Context: an optimization exercise on an open-source flow, tuned for small area, a short achievable clock period and few clock cycles. The choices shown serve that exercise and are no tape-out recipe.
The RTL was checked by simulation tests, not by an equivalence proof against the original design.
Power is estimated from default activity; no workload was simulated.

===== run.sh =====
#!/bin/bash
# synth_recipe.tcl (not shown) runs the flow's synth.tcl, then flattens the netlist and writes it again
# the make line also repeats each setting of config.mk as NAME=value (left out here)
make -C /OpenROAD-flow-scripts/flow DESIGN_CONFIG=/design/flow/config.mk WORK_HOME=/design/flow/orfs CLKGATE_MAP_FILE= SYNTH_SCRIPT=/design/flow/synth_recipe.tcl finish

===== config.mk =====
export PLATFORM = sky130hd
export DESIGN_NAME = mav_parser
export DESIGN_NICKNAME = mav_parser
export VERILOG_FILES = /design/flow/design.v
export SDC_FILE = /design/flow/constraint.sdc
export NUM_CORES = 4
export LEC_CHECK = 0
export CAP_MARGIN = 20
export CELL_PAD_IN_SITES_DETAIL_PLACEMENT = 1
export CELL_PAD_IN_SITES_GLOBAL_PLACEMENT = 1
export CORE_MARGIN = 2
export CORE_UTILIZATION = 45
export CTS_BUF_LIST = sky130_fd_sc_hd__clkbuf_8
export PLACE_DENSITY = 0.55
export SETUP_SLACK_MARGIN = 5
export SLEW_MARGIN = 20
export SYNTH_HIERARCHICAL = 1
export SYNTH_MINIMUM_KEEP_SIZE = 0
export TNS_END_PERCENT = 5

===== constraint.sdc =====
create_clock -name core_clock -period 14.0 [get_ports {clk}]
set_input_delay 2.8000 -clock core_clock [delete_from_list [all_inputs] [get_ports {clk}]]
set_output_delay 2.8000 -clock core_clock [all_outputs]
set_load 0.01 [all_outputs]

===== design.v =====
`timescale 1ns/1ps
module mav_parser (
    input  wire        clk,
    input  wire        rst,           
    input  wire        in_we,
    input  wire [6:0]  in_waddr,
    input  wire [31:0] in_wdata,
    input  wire        cat_we,
    input  wire [2:0]  cat_waddr,
    input  wire [49:0] cat_wdata,
    input  wire        cmd_valid,
    input  wire        cmd_stream,    
    input  wire [15:0] cmd_n,
    output wire        busy,
    output reg         done,
    output reg  [7:0]  err,
    output wire [15:0] res_start,
    output wire [15:0] res_end,
    output wire [15:0] consumed,
    output wire [15:0] examined,
    output reg         frm_valid,
    output wire        frm_ver,
    output wire        frm_hassig,
    output wire [7:0]  frm_len,
    output wire [7:0]  frm_seq,
    output wire [7:0]  frm_sysid,
    output wire [7:0]  frm_compid,
    output wire [7:0]  frm_incompat,
    output wire [7:0]  frm_compat,
    output wire [23:0] frm_msgid,
    output wire [15:0] frm_cksum,
    input  wire [8:0]  rd_addr,
    output wire [7:0]  rd_data
);
    localparam IN_CAP = 320;
    localparam NCAT   = 8;
    localparam E_NONE      = 8'd0;
    localparam E_NOMARKER  = 8'd6;
    localparam E_SHORT     = 8'd7;
    localparam E_NOTFOUND  = 8'd9;
    localparam E_EXCLUDED  = 8'd10;
    localparam E_BADLEN    = 8'd11;
    localparam E_BADCRC    = 8'd13;
    localparam E_SIGLEN    = 8'd14;
    localparam E_NEEDMORE  = 8'd16;
    localparam E_ILLEGAL   = 8'd17;
    reg [8*IN_CAP-1:0] mv;
    genvar gw;
    generate
        for (gw = 0; gw < IN_CAP / 4; gw = gw + 1) begin : g_word
            always @(posedge clk)
                if (in_we && in_waddr == gw)
                    mv[32*gw +: 32] <= in_wdata;
        end
    endgenerate
    reg        cat_used [0:NCAT-1];
    reg        cat_incl [0:NCAT-1];
    reg [23:0] cat_id   [0:NCAT-1];
    reg [7:0]  cat_crcx [0:NCAT-1];
    reg [7:0]  cat_base [0:NCAT-1];
    reg [7:0]  cat_max  [0:NCAT-1];
    integer c;
    always @(posedge clk) begin
        if (rst) begin
            for (c = 0; c < NCAT; c = c + 1)
                cat_used[c] <= 1'b0;
        end else if (cat_we) begin
            cat_used[cat_waddr] <= cat_wdata[49];
        end
    end
    always @(posedge clk) begin
        if (cat_we) begin
            cat_incl[cat_waddr] <= cat_wdata[48];
            cat_id[cat_waddr]   <= cat_wdata[47:24];
            cat_crcx[cat_waddr] <= cat_wdata[23:16];
            cat_base[cat_waddr] <= cat_wdata[15:8];
            cat_max[cat_waddr]  <= cat_wdata[7:0];
        end
    end
    localparam S_IDLE = 2'd0;
    localparam S_SCAN = 2'd1;    
    localparam S_BODY = 2'd2;    
    localparam S_FIN  = 2'd3;    
    reg [1:0]  state;
    reg        stream;
    reg [8:0]  n;
    reg [8:0]  pa;         
    reg [8:0]  cand;       
    reg [8:0]  rem;        
    reg        idok;       
    reg [15:0] crc;
    reg [8:0]  r_start, r_end, r_cons, r_exam;
    reg        f_ver, f_sig;
    reg [7:0]  f_len, f_seq, f_sys, f_comp, f_inc, f_cmp;
    reg [23:0] f_id;
    reg [15:0] f_ck;
    assign busy         = (state != S_IDLE);
    assign res_start    = {7'd0, r_start};
    assign res_end      = {7'd0, r_end};
    assign consumed     = {7'd0, r_cons};
    assign examined     = {7'd0, r_exam};
    assign frm_ver      = frm_valid & f_ver;
    assign frm_hassig   = frm_valid & f_sig;
    assign frm_len      = {8{frm_valid}} & f_len;
    assign frm_seq      = {8{frm_valid}} & f_seq;
    assign frm_sysid    = {8{frm_valid}} & f_sys;
    assign frm_compid   = {8{frm_valid}} & f_comp;
    assign frm_incompat = {8{frm_valid}} & f_inc;
    assign frm_compat   = {8{frm_valid}} & f_cmp;
    assign frm_msgid    = {24{frm_valid}} & f_id;
    assign frm_cksum    = {16{frm_valid}} & f_ck;
    reg  [8:0]  pb, sb;    
    wire [63:0] win_rd;    
    mp_read u_read (
        .mv(mv), .pa(pa), .busy(busy), .pb(pb), .sb(sb),
        .frm_valid(frm_valid), .f_len(f_len), .f_sig(f_sig),
        .rd_addr(rd_addr), .win_rd(win_rd), .rd_data(rd_data)
    );
    wire        acc    = (state == S_IDLE);
    wire        legal  = (cmd_n <= IN_CAP);
    wire        first  = (acc && cmd_valid && legal) || (state == S_SCAN);
    wire [63:0] W      = acc ? mv[63:0] : win_rd;
    wire [8:0]  P      = acc ? 9'd0 : pa;
    wire [8:0]  N      = acc ? cmd_n[8:0] : n;
    wire        STR    = acc ? cmd_stream : stream;
    wire [7:0]  lastr  = acc ? 8'd0 : err;
    function [7:0] wb;
        input [63:0] w;
        input integer j;
        begin
            wb = w[8*j +: 8];
        end
    endfunction
    wire [9:0] h_avail = {1'b0, N} - {1'b0, P};
    reg  [7:0] mk;
    integer j;
    always @(*) begin
        for (j = 0; j < 8; j = j + 1)
            mk[j] = (W[8*j+2 +: 6] == 6'h3F) && (W[8*j] ^ W[8*j+1]) && ((|h_avail[9:3]) || h_avail[2:0] > j);
    end
    wire        h_v2    = W[0];                       
    wire [7:0]  h_len   = W[15:8];
    wire [8:0]  h_tot   = (h_v2 ? 9'd10 : 9'd6) + {1'b0, h_len};    
    wire [9:0]  h_room1 = h_avail - 10'd8;     
    wire [9:0]  h_room2 = h_avail - 10'd12;    
    wire        h_short1 = h_room1[9] || ({2'b0, h_len} > h_room1);
    wire        h_short2 = h_room2[9] || ({2'b0, h_len} > h_room2);
    wire        h_short = h_v2 ? h_short2 : h_short1;
    wire        h_le8   = !h_v2 && h_len[7:2] == 6'd0 && !(h_len[1] && h_len[0]);    
    reg  [8:0]  pp [1:8];
    reg  [8:1]  psel;
    reg  [8:0]  pa_first;
    integer     kk;
    always @(*) begin
        for (kk = 1; kk <= 8; kk = kk + 1)
            pp[kk] = P + kk;
        psel = 8'd0;
        psel[8] = (mk[7:1] == 7'd0);
        for (kk = 1; kk <= 7; kk = kk + 1)
            psel[kk] = mk[kk] && ((mk[7:1] & ((7'd1 << (kk - 1)) - 7'd1)) == 7'd0);
        if (mk[0]) begin
            psel = 8'd0;
            psel[1] = h_short;
            psel[6] = !h_short && h_le8 && h_len[1:0] == 2'd0;
            psel[7] = !h_short && h_le8 && h_len[1:0] == 2'd1;
            psel[8] = !h_short && (!h_le8 || h_len[1:0] == 2'd2);
        end
        pa_first = 9'd0;
        for (kk = 1; kk <= 8; kk = kk + 1)
            pa_first = pa_first | (pp[kk] & {9{psel[kk]}});
    end
    wire        rem_le8 = rem[8:4] == 5'd0 && (!rem[3] || rem[2:0] == 3'd0);
    wire [8:0]  pa_body = pa + (rem_le8 ? rem : 9'd8);
    wire [7:0]  h_mask  = {h_v2 || (|h_len[7:1]), h_v2 || (|h_len), 6'b111110};
    wire [7:0]  b_mask;
    genvar gm;
    generate
        for (gm = 0; gm < 8; gm = gm + 1) begin : g_mask
            assign b_mask[gm] = (|rem[8:3]) || rem[2:0] > gm;
        end
    endgenerate
    wire [7:0]  c_mask  = first ? h_mask : b_mask;
    reg  [63:0] c_data;
    always @(*) begin
        for (j = 0; j < 8; j = j + 1)
            c_data[8*j +: 8] = W[8*j +: 8] & {8{c_mask[j]}};
    end
    wire [15:0] c_next, f_exp;
    reg        lk_hit;
    reg [2:0]  lk_ent;
    integer    e;
    always @(*) begin
        lk_hit = 1'b0;
        lk_ent = 3'd0;
        for (e = NCAT - 1; e >= 0; e = e - 1)
            if (cat_used[e] && cat_id[e] == f_id) begin
                lk_hit = 1'b1;
                lk_ent = e[2:0];
            end
    end
    wire [7:0] lk_limit = f_ver ? cat_max[lk_ent] : cat_base[lk_ent];
    reg        lkv, lkr_fail;
    reg [7:0]  lkr_reason, lkr_crcx;
    always @(posedge clk) begin
        lkr_fail   <= !lk_hit || !cat_incl[lk_ent] || (f_len > lk_limit);
        lkr_reason <= !lk_hit ? E_NOTFOUND : !cat_incl[lk_ent] ? E_EXCLUDED : E_BADLEN;
        lkr_crcx   <= cat_crcx[lk_ent];
    end
    wire [8:0]  f_tot = (f_ver ? 9'd10 : 9'd6) + {1'b0, f_len};
    wire [2:0]  f_q   = 3'd0 - f_tot[2:0];
    mp_crc u_crc (
        .first(first), .crc(crc), .d(c_data), .c_next(c_next),
        .q(f_q), .x(lkr_crcx), .f_exp(f_exp)
    );
    wire        f_crcbad   = (f_exp != W[15:0]);
    wire        f_signed   = f_ver && f_inc[0];
    wire [8:0]  f_end0     = pa + 9'd2;
    wire        f_sigshort = f_signed && ({1'b0, n} < {1'b0, f_end0} + 10'd13);
    wire [8:0]  f_end      = f_signed ? f_end0 + 9'd13 : f_end0;
    always @(posedge clk) begin
        if (first) begin
            cand <= P;
            rem  <= h_tot - 9'd8;
            crc  <= c_next;
            idok <= !h_v2;
            lkv  <= 1'b0;
            f_ver <= h_v2;
            f_len <= h_len;
            if (h_v2) begin
                f_inc      <= wb(W, 2);
                f_cmp      <= wb(W, 3);
                f_seq      <= wb(W, 4);
                f_sys      <= wb(W, 5);
                f_comp     <= wb(W, 6);
                f_id[7:0]  <= wb(W, 7);
            end else begin
                f_inc      <= 8'd0;
                f_cmp      <= 8'd0;
                f_seq      <= wb(W, 2);
                f_sys      <= wb(W, 3);
                f_comp     <= wb(W, 4);
                f_id[7:0]  <= wb(W, 5);
            end
        end
        if (first || (state == S_BODY && !idok))
            f_id[23:8] <= first ? 16'd0 : W[15:0];
        if (state == S_BODY) begin
            rem  <= rem - 9'd8;
            crc  <= c_next;
            idok <= 1'b1;
            lkv  <= idok;
        end
        if (state == S_FIN) begin
            pb    <= cand + (f_ver ? 9'd10 : 9'd6);
            sb    <= f_end - 9'd13;
            lkv   <= idok;
            f_ck  <= W[15:0];
            f_sig <= f_signed;
        end
    end
    task fail_cand;
        input [7:0] r;
        begin
            err   <= r;
            pa    <= cand + 9'd1;
            state <= S_SCAN;
        end
    endtask
    always @(posedge clk) begin
        if (rst) begin
            state     <= S_IDLE;
            done      <= 1'b0;
            err       <= 8'd0;
            r_start   <= 9'd0;
            r_end     <= 9'd0;
            r_cons    <= 9'd0;
            r_exam    <= 9'd0;
            frm_valid <= 1'b0;
        end else begin
            done <= 1'b0;
            if (acc && cmd_valid && !legal) begin
                err  <= E_ILLEGAL;
                done <= 1'b1;
            end else if (first) begin
                if (acc) begin
                    stream    <= cmd_stream;
                    n         <= cmd_n[8:0];
                    frm_valid <= 1'b0;
                end
                pa <= pa_first;
                if (mk[0]) begin
                    if (h_short) begin
                        if (STR) begin
                            r_cons <= P;
                            r_exam <= N;
                            err    <= E_NEEDMORE;
                            done   <= 1'b1;
                            state  <= S_IDLE;
                        end else begin
                            err   <= E_SHORT;
                            state <= S_SCAN;
                        end
                    end else begin
                        err <= lastr;
                        if (h_le8)
                            state <= S_FIN;
                        else
                            state <= S_BODY;
                    end
                end else if (mk[7:1] != 7'd0) begin
                    err   <= lastr;
                    state <= S_SCAN;
                end else if (h_avail <= 10'd8) begin
                    if (STR) begin
                        r_cons <= N;
                        r_exam <= N;
                    end
                    err   <= (lastr != 8'd0) ? lastr : E_NOMARKER;
                    done  <= 1'b1;
                    state <= S_IDLE;
                end else begin
                    err   <= lastr;
                    state <= S_SCAN;
                end
            end else if (state == S_BODY) begin
                if (lkv && lkr_fail) begin
                    fail_cand(lkr_reason);
                end else begin
                    pa <= pa_body;
                    if (rem_le8)
                        state <= S_FIN;
                end
            end else if (state == S_FIN) begin
                if (!lkv) begin
                end else if (lkr_fail) begin
                    fail_cand(lkr_reason);
                end else if (f_crcbad) begin
                    fail_cand(E_BADCRC);
                end else if (f_sigshort) begin
                    if (stream) begin
                        r_cons <= cand;
                        r_exam <= n;
                        err    <= E_NEEDMORE;
                        done   <= 1'b1;
                        state  <= S_IDLE;
                    end else begin
                        fail_cand(E_SIGLEN);
                    end
                end else begin
                    frm_valid <= 1'b1;
                    r_start   <= cand;
                    r_end     <= f_end;
                    if (stream) begin
                        r_cons <= f_end;
                        r_exam <= f_end;
                    end
                    err   <= E_NONE;
                    done  <= 1'b1;
                    state <= S_IDLE;
                end
            end
        end
    end
endmodule
module mp_read (
    input  wire [2559:0] mv,
    input  wire [8:0]    pa,
    input  wire          busy,
    input  wire [8:0]    pb,
    input  wire [8:0]    sb,
    input  wire          frm_valid,
    input  wire [7:0]    f_len,
    input  wire          f_sig,
    input  wire [8:0]    rd_addr,
    output wire [63:0]   win_rd,
    output wire [7:0]    rd_data
);
    localparam IN_CAP = 320;
    function [5:0] add6;
        input [5:0] x;
        input [5:0] y;
        reg   [5:0] g, t, cy;
        integer i, k;
        begin
            g = x & y;
            t = x ^ y;
            for (i = 0; i < 6; i = i + 1) begin
                cy[i] = 1'b0;
                for (k = 0; k < i; k = k + 1)
                    cy[i] = cy[i] | (g[k] & ((t >> (k + 1)) & ((6'd1 << (i - k - 1)) - 6'd1)) == ((6'd1 << (i - k - 1)) - 6'd1));
            end
            add6 = t ^ cy;
        end
    endfunction
    wire [511:0] bankv [0:7];
    genvar gb, gr;
    generate
        for (gb = 0; gb < 8; gb = gb + 1) begin : g_bank
            for (gr = 0; gr < 64; gr = gr + 1) begin : g_row
                if (gr < IN_CAP / 8)
                    assign bankv[gb][8*gr +: 8] = mv[8*(8*gr+gb) +: 8];
                else
                    assign bankv[gb][8*gr +: 8] = 8'h00;
            end
        end
    endgenerate
    wire        rd_pay   = !rd_addr[8] && frm_valid && (rd_addr[7:0] < f_len);
    wire        rd_sig   = rd_addr[8] && (rd_addr[7:0] < 8'd13) && frm_valid && f_sig;
    wire        rd_en    = rd_pay || rd_sig;
    wire [5:0]  pb_q1    = pb[8:3] + 6'd1;
    wire [5:0]  sb_q1    = sb[8:3] + 6'd1;
    wire [5:0]  sb_q2    = sb[8:3] + 6'd2;
    wire [5:0]  rp0      = add6(pb[8:3], {1'b0, rd_addr[7:3]});
    wire [5:0]  rp1      = add6(pb_q1,   {1'b0, rd_addr[7:3]});
    wire [5:0]  rs0      = rd_addr[3] ? sb_q1 : sb[8:3];
    wire [5:0]  rs1      = rd_addr[3] ? sb_q2 : sb_q1;
    wire [5:0]  pa_r1    = pa[8:3] + 6'd1;
    wire [63:0] bank_out;
    genvar gk;
    generate
        for (gk = 0; gk < 8; gk = gk + 1) begin : g_rd
            wire [5:0] kw  = (gk >= pa[2:0]) ? pa[8:3] : pa_r1;
            wire [5:0] kp  = (gk >= pb[2:0]) ? rp0 : rp1;
            wire [5:0] ks  = (gk >= sb[2:0]) ? rs0 : rs1;
            wire [5:0] row = busy ? kw : rd_addr[8] ? ks : kp;
            wire [2:0] tp  = gk - pb[2:0];
            wire [2:0] ts  = gk - sb[2:0];
            wire       en  = busy || (rd_en && rd_addr[2:0] == (rd_addr[8] ? ts : tp));
            wire [39:0] sel;
            genvar gs;
            for (gs = 0; gs < IN_CAP / 8; gs = gs + 1) begin : g_sel
                assign sel[gs] = en && (row == gs);
            end
            mp_andor u_ao (.d(bankv[gk][319:0]), .sel(sel), .o(bank_out[8*gk +: 8]));
        end
    endgenerate
    wire [127:0] bank_out2 = {bank_out, bank_out};
    assign win_rd = bank_out2[8*pa[2:0] +: 64];    
    reg  [7:0]   rd_or;
    integer      q;
    always @(*) begin
        rd_or = 8'h00;
        for (q = 0; q < 8; q = q + 1)
            rd_or = rd_or | bank_out[8*q +: 8];
    end
    assign rd_data = rd_or;
endmodule
module mp_crc (
    input  wire        first,
    input  wire [15:0] crc,
    input  wire [63:0] d,
    output wire [15:0] c_next,
    input  wire [2:0]  q,
    input  wire [7:0]  x,
    output wire [15:0] f_exp
);
    function [15:0] crc_acc;
        input [7:0]  b;
        input [15:0] crc;
        reg   [7:0]  ch;
        begin
            ch = b ^ crc[7:0];
            ch = ch ^ {ch[3:0], 4'b0};
            crc_acc = {8'h00, crc[15:8]} ^ {ch, 8'h00} ^ {5'b0, ch, 3'b0} ^ {12'h000, ch[7:4]};
        end
    endfunction
    function [15:0] crc8;
        input [15:0] s;
        input [63:0] d;
        begin
            crc8[0] = s[0] ^ s[1] ^ s[6] ^ s[8] ^ s[9] ^ s[12] ^ s[13] ^ s[15] ^ d[0] ^ d[1] ^ d[6] ^ d[8] ^ d[9] ^ d[12] ^ d[13] ^ d[15] ^ d[16] ^ d[22] ^ d[29] ^ d[31] ^ d[32] ^ d[36] ^ d[37] ^ d[38] ^ d[42] ^ d[44] ^ d[45] ^ d[52] ^ d[53] ^ d[56] ^ d[60];
            crc8[1] = s[0] ^ s[1] ^ s[2] ^ s[7] ^ s[9] ^ s[10] ^ s[13] ^ s[14] ^ d[0] ^ d[1] ^ d[2] ^ d[7] ^ d[9] ^ d[10] ^ d[13] ^ d[14] ^ d[16] ^ d[17] ^ d[23] ^ d[30] ^ d[32] ^ d[33] ^ d[37] ^ d[38] ^ d[39] ^ d[43] ^ d[45] ^ d[46] ^ d[53] ^ d[54] ^ d[57] ^ d[61];
            crc8[2] = s[0] ^ s[1] ^ s[2] ^ s[3] ^ s[8] ^ s[10] ^ s[11] ^ s[14] ^ s[15] ^ d[0] ^ d[1] ^ d[2] ^ d[3] ^ d[8] ^ d[10] ^ d[11] ^ d[14] ^ d[15] ^ d[17] ^ d[18] ^ d[24] ^ d[31] ^ d[33] ^ d[34] ^ d[38] ^ d[39] ^ d[40] ^ d[44] ^ d[46] ^ d[47] ^ d[54] ^ d[55] ^ d[58] ^ d[62];
            crc8[3] = s[0] ^ s[1] ^ s[2] ^ s[3] ^ s[4] ^ s[9] ^ s[11] ^ s[12] ^ s[15] ^ d[0] ^ d[1] ^ d[2] ^ d[3] ^ d[4] ^ d[9] ^ d[11] ^ d[12] ^ d[15] ^ d[16] ^ d[18] ^ d[19] ^ d[25] ^ d[32] ^ d[34] ^ d[35] ^ d[39] ^ d[40] ^ d[41] ^ d[45] ^ d[47] ^ d[48] ^ d[55] ^ d[56] ^ d[59] ^ d[63];
            crc8[4] = s[0] ^ s[2] ^ s[3] ^ s[4] ^ s[5] ^ s[6] ^ s[8] ^ s[9] ^ s[10] ^ s[15] ^ d[0] ^ d[2] ^ d[3] ^ d[4] ^ d[5] ^ d[6] ^ d[8] ^ d[9] ^ d[10] ^ d[15] ^ d[17] ^ d[19] ^ d[20] ^ d[22] ^ d[26] ^ d[29] ^ d[31] ^ d[32] ^ d[33] ^ d[35] ^ d[37] ^ d[38] ^ d[40] ^ d[41] ^ d[44] ^ d[45] ^ d[46] ^ d[48] ^ d[49] ^ d[52] ^ d[53] ^ d[57];
            crc8[5] = s[0] ^ s[1] ^ s[3] ^ s[4] ^ s[5] ^ s[6] ^ s[7] ^ s[9] ^ s[10] ^ s[11] ^ d[0] ^ d[1] ^ d[3] ^ d[4] ^ d[5] ^ d[6] ^ d[7] ^ d[9] ^ d[10] ^ d[11] ^ d[16] ^ d[18] ^ d[20] ^ d[21] ^ d[23] ^ d[27] ^ d[30] ^ d[32] ^ d[33] ^ d[34] ^ d[36] ^ d[38] ^ d[39] ^ d[41] ^ d[42] ^ d[45] ^ d[46] ^ d[47] ^ d[49] ^ d[50] ^ d[53] ^ d[54] ^ d[58];
            crc8[6] = s[1] ^ s[2] ^ s[4] ^ s[5] ^ s[6] ^ s[7] ^ s[8] ^ s[10] ^ s[11] ^ s[12] ^ d[1] ^ d[2] ^ d[4] ^ d[5] ^ d[6] ^ d[7] ^ d[8] ^ d[10] ^ d[11] ^ d[12] ^ d[17] ^ d[19] ^ d[21] ^ d[22] ^ d[24] ^ d[28] ^ d[31] ^ d[33] ^ d[34] ^ d[35] ^ d[37] ^ d[39] ^ d[40] ^ d[42] ^ d[43] ^ d[46] ^ d[47] ^ d[48] ^ d[50] ^ d[51] ^ d[54] ^ d[55] ^ d[59];
            crc8[7] = s[0] ^ s[2] ^ s[3] ^ s[5] ^ s[6] ^ s[7] ^ s[8] ^ s[9] ^ s[11] ^ s[12] ^ s[13] ^ d[0] ^ d[2] ^ d[3] ^ d[5] ^ d[6] ^ d[7] ^ d[8] ^ d[9] ^ d[11] ^ d[12] ^ d[13] ^ d[18] ^ d[20] ^ d[22] ^ d[23] ^ d[25] ^ d[29] ^ d[32] ^ d[34] ^ d[35] ^ d[36] ^ d[38] ^ d[40] ^ d[41] ^ d[43] ^ d[44] ^ d[47] ^ d[48] ^ d[49] ^ d[51] ^ d[52] ^ d[55] ^ d[56] ^ d[60];
            crc8[8] = s[0] ^ s[1] ^ s[3] ^ s[4] ^ s[6] ^ s[7] ^ s[8] ^ s[9] ^ s[10] ^ s[12] ^ s[13] ^ s[14] ^ d[0] ^ d[1] ^ d[3] ^ d[4] ^ d[6] ^ d[7] ^ d[8] ^ d[9] ^ d[10] ^ d[12] ^ d[13] ^ d[14] ^ d[19] ^ d[21] ^ d[23] ^ d[24] ^ d[26] ^ d[30] ^ d[33] ^ d[35] ^ d[36] ^ d[37] ^ d[39] ^ d[41] ^ d[42] ^ d[44] ^ d[45] ^ d[48] ^ d[49] ^ d[50] ^ d[52] ^ d[53] ^ d[56] ^ d[57] ^ d[61];
            crc8[9] = s[1] ^ s[2] ^ s[4] ^ s[5] ^ s[7] ^ s[8] ^ s[9] ^ s[10] ^ s[11] ^ s[13] ^ s[14] ^ s[15] ^ d[1] ^ d[2] ^ d[4] ^ d[5] ^ d[7] ^ d[8] ^ d[9] ^ d[10] ^ d[11] ^ d[13] ^ d[14] ^ d[15] ^ d[20] ^ d[22] ^ d[24] ^ d[25] ^ d[27] ^ d[31] ^ d[34] ^ d[36] ^ d[37] ^ d[38] ^ d[40] ^ d[42] ^ d[43] ^ d[45] ^ d[46] ^ d[49] ^ d[50] ^ d[51] ^ d[53] ^ d[54] ^ d[57] ^ d[58] ^ d[62];
            crc8[10] = s[2] ^ s[3] ^ s[5] ^ s[6] ^ s[8] ^ s[9] ^ s[10] ^ s[11] ^ s[12] ^ s[14] ^ s[15] ^ d[2] ^ d[3] ^ d[5] ^ d[6] ^ d[8] ^ d[9] ^ d[10] ^ d[11] ^ d[12] ^ d[14] ^ d[15] ^ d[16] ^ d[21] ^ d[23] ^ d[25] ^ d[26] ^ d[28] ^ d[32] ^ d[35] ^ d[37] ^ d[38] ^ d[39] ^ d[41] ^ d[43] ^ d[44] ^ d[46] ^ d[47] ^ d[50] ^ d[51] ^ d[52] ^ d[54] ^ d[55] ^ d[58] ^ d[59] ^ d[63];
            crc8[11] = s[1] ^ s[3] ^ s[4] ^ s[7] ^ s[8] ^ s[10] ^ s[11] ^ d[1] ^ d[3] ^ d[4] ^ d[7] ^ d[8] ^ d[10] ^ d[11] ^ d[17] ^ d[24] ^ d[26] ^ d[27] ^ d[31] ^ d[32] ^ d[33] ^ d[37] ^ d[39] ^ d[40] ^ d[47] ^ d[48] ^ d[51] ^ d[55] ^ d[59];
            crc8[12] = s[2] ^ s[4] ^ s[5] ^ s[8] ^ s[9] ^ s[11] ^ s[12] ^ d[2] ^ d[4] ^ d[5] ^ d[8] ^ d[9] ^ d[11] ^ d[12] ^ d[18] ^ d[25] ^ d[27] ^ d[28] ^ d[32] ^ d[33] ^ d[34] ^ d[38] ^ d[40] ^ d[41] ^ d[48] ^ d[49] ^ d[52] ^ d[56] ^ d[60];
            crc8[13] = s[3] ^ s[5] ^ s[6] ^ s[9] ^ s[10] ^ s[12] ^ s[13] ^ d[3] ^ d[5] ^ d[6] ^ d[9] ^ d[10] ^ d[12] ^ d[13] ^ d[19] ^ d[26] ^ d[28] ^ d[29] ^ d[33] ^ d[34] ^ d[35] ^ d[39] ^ d[41] ^ d[42] ^ d[49] ^ d[50] ^ d[53] ^ d[57] ^ d[61];
            crc8[14] = s[4] ^ s[6] ^ s[7] ^ s[10] ^ s[11] ^ s[13] ^ s[14] ^ d[4] ^ d[6] ^ d[7] ^ d[10] ^ d[11] ^ d[13] ^ d[14] ^ d[20] ^ d[27] ^ d[29] ^ d[30] ^ d[34] ^ d[35] ^ d[36] ^ d[40] ^ d[42] ^ d[43] ^ d[50] ^ d[51] ^ d[54] ^ d[58] ^ d[62];
            crc8[15] = s[0] ^ s[5] ^ s[7] ^ s[8] ^ s[11] ^ s[12] ^ s[14] ^ s[15] ^ d[0] ^ d[5] ^ d[7] ^ d[8] ^ d[11] ^ d[12] ^ d[14] ^ d[15] ^ d[21] ^ d[28] ^ d[30] ^ d[31] ^ d[35] ^ d[36] ^ d[37] ^ d[41] ^ d[43] ^ d[44] ^ d[51] ^ d[52] ^ d[55] ^ d[59] ^ d[63];
        end
    endfunction
    function [15:0] ainv1;
        input [15:0] s;
        begin
            ainv1[0] = s[8] ^ s[13];
            ainv1[1] = s[9] ^ s[14];
            ainv1[2] = s[10] ^ s[15];
            ainv1[3] = s[11];
            ainv1[4] = s[8] ^ s[12] ^ s[13];
            ainv1[5] = s[9] ^ s[13] ^ s[14];
            ainv1[6] = s[10] ^ s[14] ^ s[15];
            ainv1[7] = s[11] ^ s[15];
            ainv1[8] = s[0] ^ s[12];
            ainv1[9] = s[1] ^ s[13];
            ainv1[10] = s[2] ^ s[14];
            ainv1[11] = s[3] ^ s[8] ^ s[13] ^ s[15];
            ainv1[12] = s[4] ^ s[9] ^ s[14];
            ainv1[13] = s[5] ^ s[10] ^ s[15];
            ainv1[14] = s[6] ^ s[11];
            ainv1[15] = s[7] ^ s[12];
        end
    endfunction
    function [15:0] ainv2;
        input [15:0] s;
        begin
            ainv2[0] = s[0] ^ s[5] ^ s[10] ^ s[12] ^ s[15];
            ainv2[1] = s[1] ^ s[6] ^ s[11] ^ s[13];
            ainv2[2] = s[2] ^ s[7] ^ s[12] ^ s[14];
            ainv2[3] = s[3] ^ s[8] ^ s[13] ^ s[15];
            ainv2[4] = s[0] ^ s[4] ^ s[5] ^ s[9] ^ s[10] ^ s[12] ^ s[14] ^ s[15];
            ainv2[5] = s[1] ^ s[5] ^ s[6] ^ s[10] ^ s[11] ^ s[13] ^ s[15];
            ainv2[6] = s[2] ^ s[6] ^ s[7] ^ s[11] ^ s[12] ^ s[14];
            ainv2[7] = s[3] ^ s[7] ^ s[8] ^ s[12] ^ s[13] ^ s[15];
            ainv2[8] = s[4] ^ s[8] ^ s[9] ^ s[13] ^ s[14];
            ainv2[9] = s[5] ^ s[9] ^ s[10] ^ s[14] ^ s[15];
            ainv2[10] = s[6] ^ s[10] ^ s[11] ^ s[15];
            ainv2[11] = s[0] ^ s[5] ^ s[7] ^ s[10] ^ s[11] ^ s[15];
            ainv2[12] = s[1] ^ s[6] ^ s[8] ^ s[11] ^ s[12];
            ainv2[13] = s[2] ^ s[7] ^ s[9] ^ s[12] ^ s[13];
            ainv2[14] = s[3] ^ s[8] ^ s[10] ^ s[13] ^ s[14];
            ainv2[15] = s[4] ^ s[9] ^ s[11] ^ s[14] ^ s[15];
        end
    endfunction
    function [15:0] ainv4;
        input [15:0] s;
        begin
            ainv4[0] = s[0] ^ s[4] ^ s[6] ^ s[8] ^ s[9] ^ s[10] ^ s[13] ^ s[14];
            ainv4[1] = s[0] ^ s[1] ^ s[5] ^ s[7] ^ s[9] ^ s[10] ^ s[11] ^ s[14] ^ s[15];
            ainv4[2] = s[1] ^ s[2] ^ s[6] ^ s[8] ^ s[10] ^ s[11] ^ s[12] ^ s[15];
            ainv4[3] = s[2] ^ s[3] ^ s[7] ^ s[9] ^ s[11] ^ s[12] ^ s[13];
            ainv4[4] = s[3] ^ s[6] ^ s[9] ^ s[12];
            ainv4[5] = s[0] ^ s[4] ^ s[7] ^ s[10] ^ s[13];
            ainv4[6] = s[0] ^ s[1] ^ s[5] ^ s[8] ^ s[11] ^ s[14];
            ainv4[7] = s[1] ^ s[2] ^ s[6] ^ s[9] ^ s[12] ^ s[15];
            ainv4[8] = s[0] ^ s[2] ^ s[3] ^ s[7] ^ s[10] ^ s[13];
            ainv4[9] = s[1] ^ s[3] ^ s[4] ^ s[8] ^ s[11] ^ s[14];
            ainv4[10] = s[0] ^ s[2] ^ s[4] ^ s[5] ^ s[9] ^ s[12] ^ s[15];
            ainv4[11] = s[1] ^ s[3] ^ s[4] ^ s[5] ^ s[8] ^ s[9] ^ s[14];
            ainv4[12] = s[0] ^ s[2] ^ s[4] ^ s[5] ^ s[6] ^ s[9] ^ s[10] ^ s[15];
            ainv4[13] = s[1] ^ s[3] ^ s[5] ^ s[6] ^ s[7] ^ s[10] ^ s[11];
            ainv4[14] = s[2] ^ s[4] ^ s[6] ^ s[7] ^ s[8] ^ s[11] ^ s[12];
            ainv4[15] = s[3] ^ s[5] ^ s[7] ^ s[8] ^ s[9] ^ s[12] ^ s[13];
        end
    endfunction
    localparam [15:0] CRC_INIT0 = 16'h3078;
    assign c_next = crc8(first ? CRC_INIT0 : crc, d);
    wire [15:0] s1 = q[0] ? ainv1(crc) : crc;
    wire [15:0] s2 = q[1] ? ainv2(s1)  : s1;
    wire [15:0] s4 = q[2] ? ainv4(s2)  : s2;
    assign f_exp = crc_acc(x, s4);
endmodule
module mp_andor (
    input  wire [319:0] d,
    input  wire [39:0]  sel,
    output reg  [7:0]   o
);
    integer r;
    always @(*) begin
        o = 8'h00;
        for (r = 0; r < 40; r = r + 1)
            o = o | (d[8*r +: 8] & {8{sel[r]}});
    end
endmodule

==> notes.md <==
-- stage by stage --
stage	util [%]	total power, mW	hold slack, ns	setup WS (ns)
floorplan	-	11.2	0.444	4.89
global placement	48.2	11.6	0.464	0.979
detailed placement	48.2	11.6	0.452	0.993
CTS	52.8	19.6	0.460	3.74
global route	53.3	20.0	0.484	3.65
finish	53.3	19.5	0.460	3.65
-- final timing paths --
check / slack (ns) / from / end
worst max register to register: 4.25 / sb[2] / r_cons[1]
worst min register to register: 0.46 / r_exam[6] / r_exam[6]
worst min-delay path: 0.46 / r_exam[6] / r_exam[6]
worst max-delay path: 3.65 / rd_addr[7] / rd_data[5]
-- modules after synthesis, one instance, submodules excluded --
module	flops+latches	cells inside	copies in the design
mav_parser	3182	5342	1
mp_crc	0	605	1
mp_andor	0	248	8
mp_read	0	1414	1
-- timing repair --
action	in CTS	in global routing
buffers inserted	198	60
endpoints found under the hold margin	0	0
setup endpoints to repair	179	96
gates cloned	2	1
pin swaps	194	111
gates resized for setup	575	139
-- registers in the layout (all words and copies together), names as in the netlist, 9 cells and up --
register,count
rem,9
r_exam,9
cat_base,64
f_id,24
cand,9
pb,9
f_ck,16
sb,9
cat_max,64
r_cons,9
n,9
r_start,9
crc,16
pa,9
mv,2560
cat_crcx,64
cat_id,192
r_end,9
-- cell families (layout without fill, tap and decap cells) --
| logic type | count (synthesis) | in the layout | synth area share, % |
|---|---|---|---|
| other cells | 1 | 43 | 0.00268 |
| fa+ha+maj | 137 | 137 | 1.25 |
| compound gates | 2004 | 2007 | 10.6 |
| mux | 362 | 362 | 3.71 |
| flops | 3182 | 3182 | 67.7 |
| buf+inv | 747 | 2156 | 3.53 |
| simple gates | 2107 | 2107 | 7.83 |
| xor+xnor | 805 | 805 | 5.34 |
-- metal layers --
layer  vias to the layer above  part of all wire, %  track usage, %
met4                         6                  4.3            14.2
met5                         -                0.011               0
li1                      39139                    -               -
met2                      6044                   45            57.5
met1                     51811                   41            52.1
met3                      1191                  9.8            6.71
-- placed cells by master, fill, tap and decap left out, drive strengths merged, types with 97 or more instances in the layout --
| master | netlist | layout |
|---|---|---|
| nor3 | 190 | 190 |
| o21ai | 113 | 114 |
| xor2 | 286 | 286 |
| buf | 450 | 868 |
| edfxtp | 3122 | 3122 |
| a21oi | 219 | 219 |
| clkinv | 3 | 179 |
| nor2 | 523 | 523 |
| nand4 | 392 | 392 |
| xnor2 | 494 | 494 |
| ha | 126 | 126 |
| nand3 | 97 | 97 |
| mux2i | 166 | 166 |
| clkdlybuf4s50 | 0 | 217 |
| a22oi | 1158 | 1158 |
| inv | 116 | 318 |
| nor4 | 145 | 145 |
| clkbuf | 178 | 552 |
| nand2 | 327 | 327 |
| mux4 | 112 | 112 |
| and2 | 119 | 119 |
-- critical path, cell delays in order --
cell,delay (ns)
buf_4,0.16
ha_4,0.29
and3_4,0.22
a221oi_2,0.29
xnor3_2,0.43
a311oi_4,0.46
buf_6,0.18
o21bai_4,0.10
nand3b_1,0.16
buf_6,0.14
buf_8,0.13
nor3_1,0.05
buf_4,0.19
a22oi_2,0.17
nand4_1,0.24
nor4_2,0.28
nand4_1,0.26
buf_6,0.27
nor4_4,0.30
nand2_4,0.20
buf_6,0.17
-- layout make-up --
| cell class | count | area [µm²] |
|---|---|---|
| fillers | 29539 | 145000 |
| flip-flops and latches | 3182 | 95000 |
| multi-input cells | 5450 | 44800 |
| repair buffers | 1089 | 9350 |
| clock buffers | 551 | 7580 |
| well taps | 4120 | 5150 |
| clock inverters | 397 | 2480 |
| inverters | 119 | 464 |
| diodes | 11 | 27.5 |
-- power groups by stage --
stage               clock network, mW  registers [mW]  logic, mW
finish                           8.02            10.6      0.926
global placement                    0            10.8      0.806
floorplan                           0            10.8      0.409
detailed placement                  0            10.8      0.821
global route                     8.50            10.6      0.967
CTS                              8.11            10.6      0.888
==> reports/metrics.cfg <==
[run_status]
status=no timing/DRC/antenna violations

[place]
dp_hpwl_um=389000
dpl_cell_area_um2=149000
dp.cells=13699
gp_congestion=0.959
numPortBuffers=267

[cts]
holdBufCountCts=0
cts_num_sinks=3182
cts_tree=built
htree_levels=6
path_clk_slew_ns=0.06
cts_buffers=546
root_buffer=clkbuf_8
clk-insertion-delay-late_ns=1.22
cts_buffer_depth=4

[detailed_routing]
drc=0
ant_nets=0
wl_um=598000
via_per_inst=6.58
num_vias=98191
routedWlPerCell_um=40.1
drt_iter0_markers=14036
dr.pass1.iters=6

[power_and_ir_drop]
switching_power_mw=4.74
p_sw_share_pct=24.3
powerDensity_nw_per_um2=118
p_comb_share_pct=4.7
peakVddDrop_mv=0.0814
intPower_mw=14.8
p_leak_nw=54.3
power.share.clock_pct=41.1
p_seq_share_pct=54.1

[critical_path]
cp-start-kind=input port
r2r_cells=34
path_max_fanout=6
worstPathRequired_ns=11.20
worstPathArrival_ns=7.55
crit_type=input port to output port
cp-end-kind=output port

[job]
drv_cap=0

[global_routing]
grt_pass1_vias=97386
grt_overflow=0
grt_antenna_before_repair=25
grt_max_degree=105
grt_util_all_layers_pct=37.1
grt_pass1_wl_um=813000

[layout]
final_net_count=10643
final_layout_size_suffix_gt1_share_pct=22.9
instances_no_fill=14919
areaGrowthSynthToFinish_pct=17.6
design_area_um2=165000

[logic_synthesis]
netlist_area_um2=140000
synth_common_cells=edfxtp_1 (3122), a22oi_1 (1134), nor2_1 (518)
ys_ff_latch=3182
yosysSeqAreaShare_pct=67.7
synthTopCellsByArea=edfxtp_1 (67%), a22oi_1 (6.1%), xnor2_1 (3.1%)
netlist_instances=9345
async_reset_ff_share_pct=0
ys.flop_type=edfxtp_1
yosysUniqueCellTypes=124
syn_avg_cell_area_um2=15.0
synth_edf_count=3122
synthDominantCellAreaShare_pct=66.9
yosysMostFrequentCell=edfxtp_1
ys_warn_count=11
synth_largest_area_cell=edfxtp_1

[min_path]
hold_class=register to register
worstHoldPathCells=2

[sta]
rsz0062_at_grt=yes
maxSlewHeadroom_pct=11.8
period_needed_ns=10.35
slew_violations=0
skew_ns=0.151
setup_viol=0
fmax_mhz=96.6
fin_crit_sh_pct=73.9
totalNegativeSetupSlack_ns=0
finalHoldViolCount=0
worst_pin_slew_ns=1.29

[die]
fp.coreArea_um2=309000
dieHeight_um=562
die_w_um=562
io_pins=296
initial_core_util_pct=45.3
die-area_um2=316000
rows=204

Testbench counts, summed over its fixed seeds: cycles 121,130.

-- port drivers added, routing unchanged --
How much do the figures lean on ideal ports? The routed layout below was timed once more, with nothing changed but the port constraints. Step 1, drivers: a clkbuf_16 drives clk and a buf_2 each remaining input, both assumed. Step 2, shift: input delay + t, output delay - t, t = (earliest + latest rising clock arrival at the registers) / 2. This alone moves slack from input paths to output paths. Three values: ideal ports, drivers, drivers and shift; two values: the first two.
t (ns): 1.249
setup slack, ns: 3.650 / 3.567 / 2.756
worst data-port slew with drivers (ns): 0.15
After both steps setup and hold are still met in this run. The setup slack of this run moves by -0.083 ns with the drivers and by -0.894 ns with both steps.
